Background: an optimization exercise with open tools, aiming at small area and a short achievable clock period. Do not read the settings as production practice. Where RTL was checked, it was by simulation tests only, not by an equivalence proof against the original. The RTL of run 2 was laid out without a check of its function.

## flow/design.v (module list and top-level ports; edited modules follow where they fit)
// module fa_cell: 10 lines
// module ha_cell: 9 lines
// module fp32_opnd: 16 lines
// module fp32_mul: 62 lines
// module mul24x24: 2698 lines
// module fp32_align: 24 lines
// module fp32_pack: 13 lines
// module fp32_add: 48 lines
// module fp32_addsub: 67 lines
// module fft_butterfly_r2: 82 lines
module fft_butterfly_r2 (
    input  wire        clk,
    input  wire        rst,
    input  wire        in_valid,
    input  wire        inverse,
    input  wire [31:0] a_re,
    input  wire [31:0] a_im,
    input  wire [31:0] b_re,
    input  wire [31:0] b_im,
    input  wire [31:0] w_re,
    input  wire [31:0] w_im,
    output reg         out_valid,
    output reg  [31:0] x0_re,
    output reg  [31:0] x0_im,
    output reg  [31:0] x1_re,
    output reg  [31:0] x1_im
);
  // ...
==> flow/run.sh <==
#!/bin/bash
# synth_recipe.tcl (not shown) runs the flow's synth.tcl, then flattens the netlist and writes it again
# the make line also repeats each setting of config.mk as NAME=value (left out here)
make -C /OpenROAD-flow-scripts/flow DESIGN_CONFIG=/design/flow/config.mk WORK_HOME=/design/flow/orfs CLKGATE_MAP_FILE= SYNTH_SCRIPT=/design/flow/synth_recipe.tcl finish
==> flow/config.mk <==
export PLATFORM = sky130hd
export DESIGN_NAME = fft_butterfly_r2
export DESIGN_NICKNAME = fft_butterfly_r2
export VERILOG_FILES = /design/flow/design.v
export SDC_FILE = /design/flow/constraint.sdc
export NUM_CORES = 8
export LEC_CHECK = 0
export CAP_MARGIN = 20
export CORE_MARGIN = 2
export CORE_UTILIZATION = 45
export SETUP_SLACK_MARGIN = 2
export SLEW_MARGIN = 20
export SYNTH_HIERARCHICAL = 1
==> flow/constraint.sdc <==
create_clock -name core_clock -period 80.0 [get_ports {clk}]
set_input_delay 16.0000 -clock core_clock [delete_from_list [all_inputs] [get_ports {clk}]]
set_output_delay 16.0000 -clock core_clock [all_outputs]
set_load 0.01 [all_outputs]
==> results.cfg, run 1 <==
[place]
pre_cts_slack_ns = 62.41

[cells_and_area]
buf_share_pct = 3.92
finish.net_count = 21511
seq_area_um2 = 13000
clock_cell_area_share_pct = 1.70
area_dominant_class = multi-input gates
drive_gt1_share_pct = 8.33

[drt]
first_pass_iters = 7
vias = 150750
viasPerCell = 6.49
wl_per_cell_um = 26.3
drt-met1-wl_um = 251000

[synth]
synthAdderAreaFrac_pct = 31.6
synth-compound-area-share_pct = 20.4
synth.mux.area_fraction_pct = 5.79
yosys-top-cells-count = 3418 x nand2_1, 1964 x fa_1, 1114 x nor2_1
syn-num-nets = 21851
synthArstFlopShare_pct = 0
synth_edf_count = 0
synthTopCellsByArea = fa_1 26%, dfxtp_1 8.4%, nand2_1 8.4%

[timing]
rsz0062_at_grt = no
fin_crit_ns = 17.89
drv_slew = 0
timing_hold_violations_final = 0

[setup_path]
r2r.worst_path.cells = 58

[run_status]
status = complete, no violations

[min_path]
hold_start = r0_are[5]

[grt]
grtUsageMet1_pct = 45.3
==> module fp32_mul, before the edit <==
module fp32_mul (
    input  wire [31:0] a,
    input  wire [31:0] b,
    input  wire [4:0]  lza,
    input  wire [4:0]  tza,
    input  wire [4:0]  lzb,
    input  wire [4:0]  tzb,
    output reg  [31:0] y
);
    wire        s  = a[31] ^ b[31];
    wire [7:0]  ea = a[30:23];
    wire [7:0]  eb = b[30:23];
    wire [22:0] fa = a[22:0];
    wire [22:0] fb = b[22:0];
    wire a_sub  = (ea == 8'h00);
    wire b_sub  = (eb == 8'h00);
    wire a_max  = (ea == 8'hff);
    wire b_max  = (eb == 8'hff);
    wire a_fz   = (fa == 23'd0);
    wire b_fz   = (fb == 23'd0);
    wire a_nan  = a_max & ~a_fz;
    wire b_nan  = b_max & ~b_fz;
    wire a_inf  = a_max & a_fz;
    wire b_inf  = b_max & b_fz;
    wire a_zero = a_sub & a_fz;
    wire b_zero = b_sub & b_fz;
    wire [47:0] p;
    mul24x24 u_mul (.a({~a_sub, fa}), .b({~b_sub, fb}), .p(p));
    wire [4:0] lz = lza | lzb;
    wire [8:0] ee = {1'b0, ea[7:1], ea[0] | a_sub} + {1'b0, eb[7:1], eb[0] | b_sub};
    wire signed [10:0] e0 = $signed({2'b00, ee}) - 11'sd127 - $signed({6'd0, lz});
    wire normal0 = (e0 > 11'sd0);
    wire [8:0] sh_norm = 9'd23 - {4'd0, lz};
    wire [8:0] sh_sub  = 9'd151 - ee;
    wire [8:0] sh      = normal0 ? sh_norm : sh_sub;
    wire [5:0] shamt   = (sh[8:6] != 3'd0) ? 6'd63 : sh[5:0];
    wire [48:0] pe = {p, 1'b0};
    wire [25:0] v  = pe >> shamt;
    wire [6:0] tzp  = {2'b00, tza} + {2'b00, tzb} + 7'd1;
    wire       rest = ({2'b00, tzp} < sh);
    wire        h1 = normal0 & v[25];
    wire [23:0] m  = h1 ? v[25:2] : v[24:1];
    wire        g  = h1 ? v[1] : v[0];
    wire        st = h1 ? (v[0] | rest) : rest;
    wire [9:0]  em1 = normal0 ? (e0[9:0] - 10'd1 + {9'd0, h1}) : 10'd0;
    wire        up = g & (st | m[0]);
    wire [24:0] mr = {1'b0, m} + {24'd0, up};
    wire [9:0]  ef = em1 + {8'd0, mr[24:23]};
    always @* begin
        if (a_nan || b_nan || (a_inf && b_zero) || (b_inf && a_zero)) begin
            y = 32'h7fc0_0000;
        end else if (a_inf || b_inf) begin
            y = {s, 8'hff, 23'd0};
        end else if (a_zero || b_zero) begin
            y = {s, 31'd0};
        end else if (ef >= 10'd255) begin
            y = {s, 8'hff, 23'd0};
        end else begin
            y = {s, ef[7:0], mr[22:0]};
        end
    end
endmodule
==> module fp32_add, before the edit <==
module fp32_add (
    input  wire [31:0] a,
    input  wire [31:0] b,
    output reg  [31:0] y
);
    wire sa = a[31];
    wire sb = b[31];
    wire a_nan = (a[30:23] == 8'hff) && (a[22:0] != 23'd0);
    wire b_nan = (b[30:23] == 8'hff) && (b[22:0] != 23'd0);
    wire a_inf = (a[30:23] == 8'hff) && (a[22:0] == 23'd0);
    wire b_inf = (b[30:23] == 8'hff) && (b[22:0] == 23'd0);
    wire        swap = b[30:0] > a[30:0];
    wire [31:0] x = swap ? b : a;
    wire [31:0] z = swap ? a : b;
    wire [7:0]  ex = {x[30:24], x[23] | (x[30:23] == 8'd0)};
    wire [7:0]  ez = {z[30:24], z[23] | (z[30:23] == 8'd0)};
    wire [23:0] mx = {x[30:23] != 8'd0, x[22:0]};
    wire [23:0] mz = {z[30:23] != 8'd0, z[22:0]};
    wire        sub = x[31] ^ z[31];
    wire [26:0] za;
    fp32_align u_align (.m(mz), .d(ex - ez), .z(za));
    wire [27:0] sum = {1'b0, mx, 3'b000} + ({1'b0, za} ^ {28{sub}}) + {27'd0, sub};
    reg  [4:0]  lz;
    integer     i;
    always @* begin
        lz = 5'd28;
        for (i = 0; i < 28; i = i + 1)
            if (sum[i]) lz = 5'd27 - i[4:0];
    end
    wire [4:0]  shl = ({3'd0, lz} > ex) ? ex[4:0] : lz;
    wire [27:0] n   = sum << shl;
    wire [9:0]  em1 = {2'b00, ex} - {5'd0, shl};
    wire [31:0] pk;
    fp32_pack u_pack (.sign(x[31]), .em1(em1), .m(n[27:4]), .g(n[3]), .st(|n[2:0]), .y(pk));
    always @* begin
        if (a_nan || b_nan || (a_inf && b_inf && (sa != sb))) begin
            y = 32'h7fc0_0000;
        end else if (a_inf) begin
            y = a;
        end else if (b_inf) begin
            y = b;
        end else if (sum == 28'd0) begin
            y = {sa & sb, 31'd0};
        end else begin
            y = pk;
        end
    end
endmodule
==> module fft_butterfly_r2, before the edit <==
module fft_butterfly_r2 (
    input  wire        clk,
    input  wire        rst,
    input  wire        in_valid,
    input  wire        inverse,
    input  wire [31:0] a_re,
    input  wire [31:0] a_im,
    input  wire [31:0] b_re,
    input  wire [31:0] b_im,
    input  wire [31:0] w_re,
    input  wire [31:0] w_im,
    output reg         out_valid,
    output reg  [31:0] x0_re,
    output reg  [31:0] x0_im,
    output reg  [31:0] x1_re,
    output reg  [31:0] x1_im
);
    reg v0, v1, v2;
    always @(posedge clk) begin
        if (rst) begin
            v0        <= 1'b0;
            v1        <= 1'b0;
            v2        <= 1'b0;
            out_valid <= 1'b0;
        end else begin
            v0        <= in_valid;
            v1        <= v0;
            v2        <= v1;
            out_valid <= v2;
        end
    end
    reg [31:0] r0_are, r0_aim, r0_bre, r0_bim, r0_wre, r0_wim;
    reg        r0_inv;
    always @(posedge clk) begin
        r0_are <= a_re;
        r0_aim <= a_im;
        r0_bre <= b_re;
        r0_bim <= b_im;
        r0_wre <= w_re;
        r0_wim <= w_im;
        r0_inv <= inverse;
    end
    wire [31:0] wi = {r0_wim[31] ^ r0_inv, r0_wim[30:0]};
    wire [4:0]  lz_wr, tz_wr, lz_wi, tz_wi, lz_br, tz_br, lz_bi, tz_bi;
    fp32_opnd u_op_wr (.x(r0_wre), .lz(lz_wr), .tz(tz_wr));
    fp32_opnd u_op_wi (.x(r0_wim), .lz(lz_wi), .tz(tz_wi));
    fp32_opnd u_op_br (.x(r0_bre), .lz(lz_br), .tz(tz_br));
    fp32_opnd u_op_bi (.x(r0_bim), .lz(lz_bi), .tz(tz_bi));
    wire [31:0] p_rr, p_ii, p_ri, p_ir;
    fp32_mul u_mul_rr (.a(r0_wre), .b(r0_bre), .lza(lz_wr), .tza(tz_wr), .lzb(lz_br), .tzb(tz_br), .y(p_rr));
    fp32_mul u_mul_ii (.a(wi),     .b(r0_bim), .lza(lz_wi), .tza(tz_wi), .lzb(lz_bi), .tzb(tz_bi), .y(p_ii));
    fp32_mul u_mul_ri (.a(r0_wre), .b(r0_bim), .lza(lz_wr), .tza(tz_wr), .lzb(lz_bi), .tzb(tz_bi), .y(p_ri));
    fp32_mul u_mul_ir (.a(wi),     .b(r0_bre), .lza(lz_wi), .tza(tz_wi), .lzb(lz_br), .tzb(tz_br), .y(p_ir));
    reg [31:0] r1_rr, r1_ii, r1_ri, r1_ir, r1_are, r1_aim;
    always @(posedge clk) begin
        r1_rr  <= p_rr;
        r1_ii  <= p_ii;
        r1_ri  <= p_ri;
        r1_ir  <= p_ir;
        r1_are <= r0_are;
        r1_aim <= r0_aim;
    end
    wire [31:0] t_re, t_im;
    fp32_add u_add_tre (.a(r1_rr), .b({~r1_ii[31], r1_ii[30:0]}), .y(t_re));
    fp32_add u_add_tim (.a(r1_ri), .b(r1_ir),                     .y(t_im));
    reg [31:0] r2_tre, r2_tim, r2_are, r2_aim;
    always @(posedge clk) begin
        r2_tre <= t_re;
        r2_tim <= t_im;
        r2_are <= r1_are;
        r2_aim <= r1_aim;
    end
    wire [31:0] s0_re, s0_im, s1_re, s1_im;
    fp32_addsub u_as_re (.a(r2_are), .b(r2_tre), .ys(s0_re), .yd(s1_re));
    fp32_addsub u_as_im (.a(r2_aim), .b(r2_tim), .ys(s0_im), .yd(s1_im));
    always @(posedge clk) begin
        x0_re <= s0_re;
        x0_im <= s0_im;
        x1_re <= s1_re;
        x1_im <= s1_im;
    end
endmodule
==> inputs of run 2 (changes only) <==
==> flow/design.v (replaced) <==
module fp32_round (
    input  wire               sign,
    input  wire signed [11:0] exp,
    input  wire        [47:0] mant,
    output reg         [31:0] y
);
    reg  [11:0] shift;
    reg  [47:0] m;
    reg         sticky_in;
    reg  [23:0] keep;
    reg         guard;
    reg         sticky;
    reg  [24:0] rounded;
    reg  [8:0]  exp_field;
    reg  [31:0] mag;
    integer     i;
    always @* begin
        if (exp >= 12'sd1) begin
            shift = 12'd0;
        end else begin
            shift = 12'd1 - exp;
        end
        if (shift > 12'd48) begin
            m         = 48'd0;
            sticky_in = |mant;
        end else begin
            m         = mant >> shift;
            sticky_in = 1'b0;
            for (i = 0; i < 48; i = i + 1) begin
                if (i < shift && mant[i]) sticky_in = 1'b1;
            end
        end
        keep    = m[47:24];
        guard   = m[23];
        sticky  = (|m[22:0]) | sticky_in;
        rounded = {1'b0, keep} + {24'd0, guard & (sticky | keep[0])};
        if (exp >= 12'sd1) begin
            exp_field = exp[8:0] - 9'd1;
        end else begin
            exp_field = 9'd0;
        end
        if (mant == 48'd0) begin
            y = {sign, 31'd0};
        end else if (exp > 12'sd254) begin
            y = {sign, 8'hff, 23'd0};
        end else begin
            mag = {exp_field, 23'd0} + {7'd0, rounded};
            if (mag >= 32'h7f80_0000) begin
                y = {sign, 8'hff, 23'd0};
            end else begin
                y = {sign, mag[30:0]};
            end
        end
    end
endmodule
module fp32_mul (
    input  wire [31:0] a,
    input  wire [31:0] b,
    output reg  [31:0] y
);
    wire        sa = a[31];
    wire        sb = b[31];
    wire [7:0]  ea = a[30:23];
    wire [7:0]  eb = b[30:23];
    wire [22:0] fa = a[22:0];
    wire [22:0] fb = b[22:0];
    wire a_nan  = (ea == 8'hff) && (fa != 23'd0);
    wire b_nan  = (eb == 8'hff) && (fb != 23'd0);
    wire a_inf  = (ea == 8'hff) && (fa == 23'd0);
    wire b_inf  = (eb == 8'hff) && (fb == 23'd0);
    wire a_zero = (ea == 8'h00) && (fa == 23'd0);
    wire b_zero = (eb == 8'h00) && (fb == 23'd0);
    wire [23:0] ma = {ea != 8'h00, fa};
    wire [23:0] mb = {eb != 8'h00, fb};
    wire [7:0]  ea_eff = (ea == 8'h00) ? 8'd1 : ea;
    wire [7:0]  eb_eff = (eb == 8'h00) ? 8'd1 : eb;
    wire [47:0] prod = ma * mb;
    reg  [5:0]         lz;
    reg  [47:0]        norm;
    reg  signed [11:0] exp;
    integer            i;
    always @* begin
        lz = 6'd0;
        for (i = 0; i < 48; i = i + 1) begin
            if (prod[i]) lz = 6'd47 - i[5:0];
        end
        norm = prod << lz;
        exp  = $signed({4'd0, ea_eff}) + $signed({4'd0, eb_eff}) - 12'sd126 - $signed({6'd0, lz});
    end
    wire [31:0] rounded;
    fp32_round u_round (
        .sign (sa ^ sb),
        .exp  (exp),
        .mant (norm),
        .y    (rounded)
    );
    always @* begin
        if (a_nan || b_nan || (a_inf && b_zero) || (b_inf && a_zero)) begin
            y = 32'h7fc0_0000;
        end else if (a_inf || b_inf) begin
            y = {sa ^ sb, 8'hff, 23'd0};
        end else begin
            y = rounded;
        end
    end
endmodule
module fp32_add (
    input  wire [31:0] a,
    input  wire [31:0] b,
    output reg  [31:0] y
);
    wire        sa = a[31];
    wire        sb = b[31];
    wire [7:0]  ea = a[30:23];
    wire [7:0]  eb = b[30:23];
    wire [22:0] fa = a[22:0];
    wire [22:0] fb = b[22:0];
    wire a_nan = (ea == 8'hff) && (fa != 23'd0);
    wire b_nan = (eb == 8'hff) && (fb != 23'd0);
    wire a_inf = (ea == 8'hff) && (fa == 23'd0);
    wire b_inf = (eb == 8'hff) && (fb == 23'd0);
    wire        swap = b[30:0] > a[30:0];
    wire [31:0] x = swap ? b : a;
    wire [31:0] z = swap ? a : b;
    wire [7:0]  ex = x[30:23];
    wire [7:0]  ez = z[30:23];
    wire [7:0]  ex_eff = (ex == 8'h00) ? 8'd1 : ex;
    wire [7:0]  ez_eff = (ez == 8'h00) ? 8'd1 : ez;
    wire [23:0] mx = {ex != 8'h00, x[22:0]};
    wire [23:0] mz = {ez != 8'h00, z[22:0]};
    wire [7:0]  diff = ex_eff - ez_eff;
    wire        subtract = x[31] ^ z[31];
    reg  [26:0]        mx_ext;
    reg  [26:0]        mz_ext;
    reg  [26:0]        mz_shift;
    reg                sticky;
    reg  [27:0]        sum;
    reg  [4:0]         lz;
    reg  [47:0]        norm;
    reg  signed [11:0] exp;
    integer            i;
    always @* begin
        mx_ext = {mx, 3'b000};
        mz_ext = {mz, 3'b000};
        if (diff > 8'd26) begin
            mz_shift = 27'd0;
            sticky   = |mz_ext;
        end else begin
            mz_shift = mz_ext >> diff;
            sticky   = 1'b0;
            for (i = 0; i < 27; i = i + 1) begin
                if (i < diff && mz_ext[i]) sticky = 1'b1;
            end
        end
        mz_shift[0] = mz_shift[0] | sticky;
        if (subtract) begin
            sum = {1'b0, mx_ext} - {1'b0, mz_shift};
        end else begin
            sum = {1'b0, mx_ext} + {1'b0, mz_shift};
        end
        lz = 5'd0;
        for (i = 0; i < 28; i = i + 1) begin
            if (sum[i]) lz = 5'd27 - i[4:0];
        end
        norm = {sum << lz, 20'd0};
        exp  = $signed({4'd0, ex_eff}) + 12'sd1 - $signed({7'd0, lz});
    end
    wire [31:0] rounded;
    fp32_round u_round (
        .sign (x[31]),
        .exp  (exp),
        .mant (norm),
        .y    (rounded)
    );
    always @* begin
        if (a_nan || b_nan || (a_inf && b_inf && (sa != sb))) begin
            y = 32'h7fc0_0000;
        end else if (a_inf) begin
            y = a;
        end else if (b_inf) begin
            y = b;
        end else if (sum == 28'd0) begin
            y = {sa & sb, 31'd0};
        end else begin
            y = rounded;
        end
    end
endmodule
module fft_butterfly_r2 (
    input  wire        clk,
    input  wire        rst,
    input  wire        in_valid,
    input  wire        inverse,
    input  wire [31:0] a_re,
    input  wire [31:0] a_im,
    input  wire [31:0] b_re,
    input  wire [31:0] b_im,
    input  wire [31:0] w_re,
    input  wire [31:0] w_im,
    output reg         out_valid,
    output reg  [31:0] x0_re,
    output reg  [31:0] x0_im,
    output reg  [31:0] x1_re,
    output reg  [31:0] x1_im
);
    wire [31:0] wi = {w_im[31] ^ inverse, w_im[30:0]};
    wire [31:0] p_rr, p_ii, p_ri, p_ir;
    fp32_mul u_mul_rr (.a(w_re), .b(b_re), .y(p_rr));
    fp32_mul u_mul_ii (.a(wi),   .b(b_im), .y(p_ii));
    fp32_mul u_mul_ri (.a(w_re), .b(b_im), .y(p_ri));
    fp32_mul u_mul_ir (.a(wi),   .b(b_re), .y(p_ir));
    wire [31:0] t_re, t_im;
    fp32_add u_add_tre (.a(p_rr), .b({~p_ii[31], p_ii[30:0]}), .y(t_re));
    fp32_add u_add_tim (.a(p_ri), .b(p_ir),                    .y(t_im));
    wire [31:0] s0_re, s0_im, s1_re, s1_im;
    fp32_add u_add_x0re (.a(a_re), .b(t_re),                    .y(s0_re));
    fp32_add u_add_x0im (.a(a_im), .b(t_im),                    .y(s0_im));
    fp32_add u_add_x1re (.a(a_re), .b({~t_re[31], t_re[30:0]}), .y(s1_re));
    fp32_add u_add_x1im (.a(a_im), .b({~t_im[31], t_im[30:0]}), .y(s1_im));
    always @(posedge clk) begin
        if (rst) begin
            out_valid <= 1'b0;
        end else begin
            out_valid <= in_valid;
        end
    end
    always @(posedge clk) begin
        if (in_valid) begin
            x0_re <= s0_re;
            x0_im <= s0_im;
            x1_re <= s1_re;
            x1_im <= s1_im;
        end
    end
endmodule
--- a/flow/config.mk
+++ b/flow/config.mk
@@ -9,5 +9,4 @@
 export CORE_MARGIN = 2
-export CORE_UTILIZATION = 45
+export CORE_UTILIZATION = 30
 export SETUP_SLACK_MARGIN = 2
 export SLEW_MARGIN = 20
-export SYNTH_HIERARCHICAL = 1
==> run 2 against run 1 <==
  * Wire length up 87%
  * Clock-buffer cell count down 89
  * Global-route usage shrank 3.9 points
  * Die area increased by 110%
  * Maximum frequency down 76%
  * Synthesized cell count is 60% higher
  * Final cell count grew 76%
  * Critical endpoint is now x0_im[0]
  * Largest cell class unchanged
==> results.cfg, run 2 <==
[synth]
synth_most_common_cell = nand2_1
seq_area_frac_synth_pct = 1.81
synth_edf_count = 128
syn_avg_cell_area_um2 = 7.04
syn-num-nets = 33801
yosys_warnings = 4
yosys-top-cells-count = 2798 x nand2_1, 2787 x inv_1, 2600 x nor2_1
synth_top_area_share_pct = 18.3
synthTopCellsByArea = fa_1 18%, ha_1 7.5%, and2_1 7.0%
synthCells = 30368
ys_ff_latch = 129
synth.cell_area_um2 = 214000
ys.flop_type = edfxtp_1
synthArstFlopShare_pct = 0
synth.distinct_cells = 178
synth_top_cell_by_area = fa_1

[drt]
drc_errors = 0
wl_per_cell_um = 27.9
wirelength_um = 1140000
postRouteAntennaNets = 0
viasPerCell = 6.22
first_pass_iters = 8
drtIter0Drc = 31788
vias = 253676

[cells_and_area]
syn_to_final_growth_pct = 13.1
mostFrequentLayoutCells = 2786 x inv_1, 2779 x nand2_1, 2563 x nor2_1, 2514 x buf_4, 2381 x and2_1
finalInstanceArea_um2 = 242000
final_common_cell = inv_1
drive_gt1_share_pct = 12.0
n_fill_cell = 76996
finish.net_count = 34682

[floorplan]
core.rowCount = 310
die_height_um = 848
ios = 325
fp.dieW_um = 848
core_area_um2 = 712000
start_util_pct = 30.1
die_area_um2 = 720000

[flow_run]
maxCapViolCount = 0

[cts]
cts_sinks = 129
cts_buffer_depth = 2
cts_made_buffers = 17
clk_pin_slew_ns = 0.07
clockRootBuffer = clkbuf_16
cts_tree = done
ctsHoldBuffers = 0
htreeDepth = 4

[min_path]
hp-class = input port to register

[grt]
globalRouteTotalUtil_pct = 30.2
grt_pass1_vias = 248287
antenna_found_initial = 51
grt_pass1_wl_um = 1670000
grt_max_degree = 84
overflow = 0

[place]
io_buffers = 324
dp_hpwl_um = 898000
dpl_cell_area_um2 = 240000
gp_congestion = 1.02

[timing]
relSlewSlack_pct = 12.6
fin_setup_tns_ns = 0
rsz0062_at_grt = no
fin_crit_ns = 74.14
tightestPinTransition_ns = 1.30
fmax_ghz = 0.0135
drv_slew = 0
finalSetupViolCount = 0
timing_hold_violations_final = 0
fin_crit_sh_pct = 92.7

[setup_path]
path_max_fanout = 39
critPathSlowestCell = o21a_1
worstSetupStartpointType = input port
crit_arrival_ns = 74.49
cp_common_cell = nor2_1
critPathKind = input port to register
worstPathRequired_ns = 80.35
critPathMaxStageDelay_ns = 0.60
endpoint_kind = register

[run_status]
status = complete, no violations
## run 2: final cells by class
type	count	area, µm²	share of cell area (%)
Antenna cell	31	77.6	0.0321
Clock buffer	17	425	0.176
Clock inverter	15	186	0.0771
Inverter	2844	10700	4.42
Multi-Input combinational cell	25388	192000	79.5
Sequential cell	129	3860	1.60
Tap cell	9516	11900	4.92
Timing Repair Buffer	2869	22400	9.24
## run 2: worst paths after layout
kind | from | end | slack [ns] | cells past startpoint
max | b_im[24] | x0_im[0] | 5.86 | 289
min | in_valid | x1_re[1] | 15.96 | 1
## run 2: repair_timing
| item | 4_1_cts | 5_1_grt |
|---|---|---|
| buffers inserted | 0 | 23 |
| resized for setup | 0 | 145 |
| endpoints found under the setup margin | 0 | 124 |
## run 2: kinds of logic after synthesis
logic type,synth area share (%)
XOR/XNOR,3.53
adder cells (fa/ha/maj),25.8
multiplexers,2.96
AO/OA/AOI/OAI,28.9
AND/OR/NAND/NOR,28.1
buffers and inverters,8.93
flip-flops,1.81
## run 2: worst max-delay path, delay by kind of cell
kind / cells / cell delay (ns)
fa+ha+maj: 22 / 8.40
mux: 5 / 1.56
xor+xnor: 8 / 1.71
simple gates: 123 / 20.58
buf+inv: 29 / 5.71
compound gates: 102 / 20.28
## run 2: routing by layer
layer | vias up | share of wire (%) | global-route usage [%]
met2 | 15326 | 44 | 48.6
met4 | 38 | 5.5 | 13.2
met3 | 3238 | 9.9 | 5.96
met1 | 124466 | 40 | 39.3
li1 | 110608 | - | -
met5 | - | 0.021 | 0
## run 2: per-stage QoR
| stage | std cells | util, % | hold slack [ns] | worst slack, ns |
|---|---|---|---|---|
| final | 40809 | 34.0 | 15.96 | 5.86 |
| after global routing | 40778 | 34.0 | 15.98 | 1.96 |
| after CTS | 40753 | 33.8 | 15.95 | 4.65 |
| after detailed placement | 40721 | 33.8 | 16.51 | 4.42 |
| after global placement | 40717 | 33.8 | 16.50 | 3.69 |
| after floorplan | 30368 | - | 16.07 | 8.56 |

## afterwards: timing with drivers on the ports
In the flow no input, the clock included, has a driving cell. The finished layouts below were timed again as built, in two steps.
Step 1 assumes that a clkbuf_16 drives the clock port and a buf_2 every other input.
Step 2, shift: input delay + t, output delay - t, t = (earliest + latest rising clock arrival at the registers) / 2. This alone moves slack from input paths to output paths.
Three values: ideal, step 1, step 2; two values: the first two.
run	t (ns)	setup WS [ns]	clock arrival spread, ns
run 1	0.921	62.113 / 62.113 / 62.113	0.067 / 0.067
run 2	0.590	5.861 / 5.926 / 5.336	0.028 / 0.028
After both steps every run listed still meets setup and hold. For run 2, which loses most, drivers alone change the setup slack by +0.065 ns; drivers and shift together by -0.525 ns.
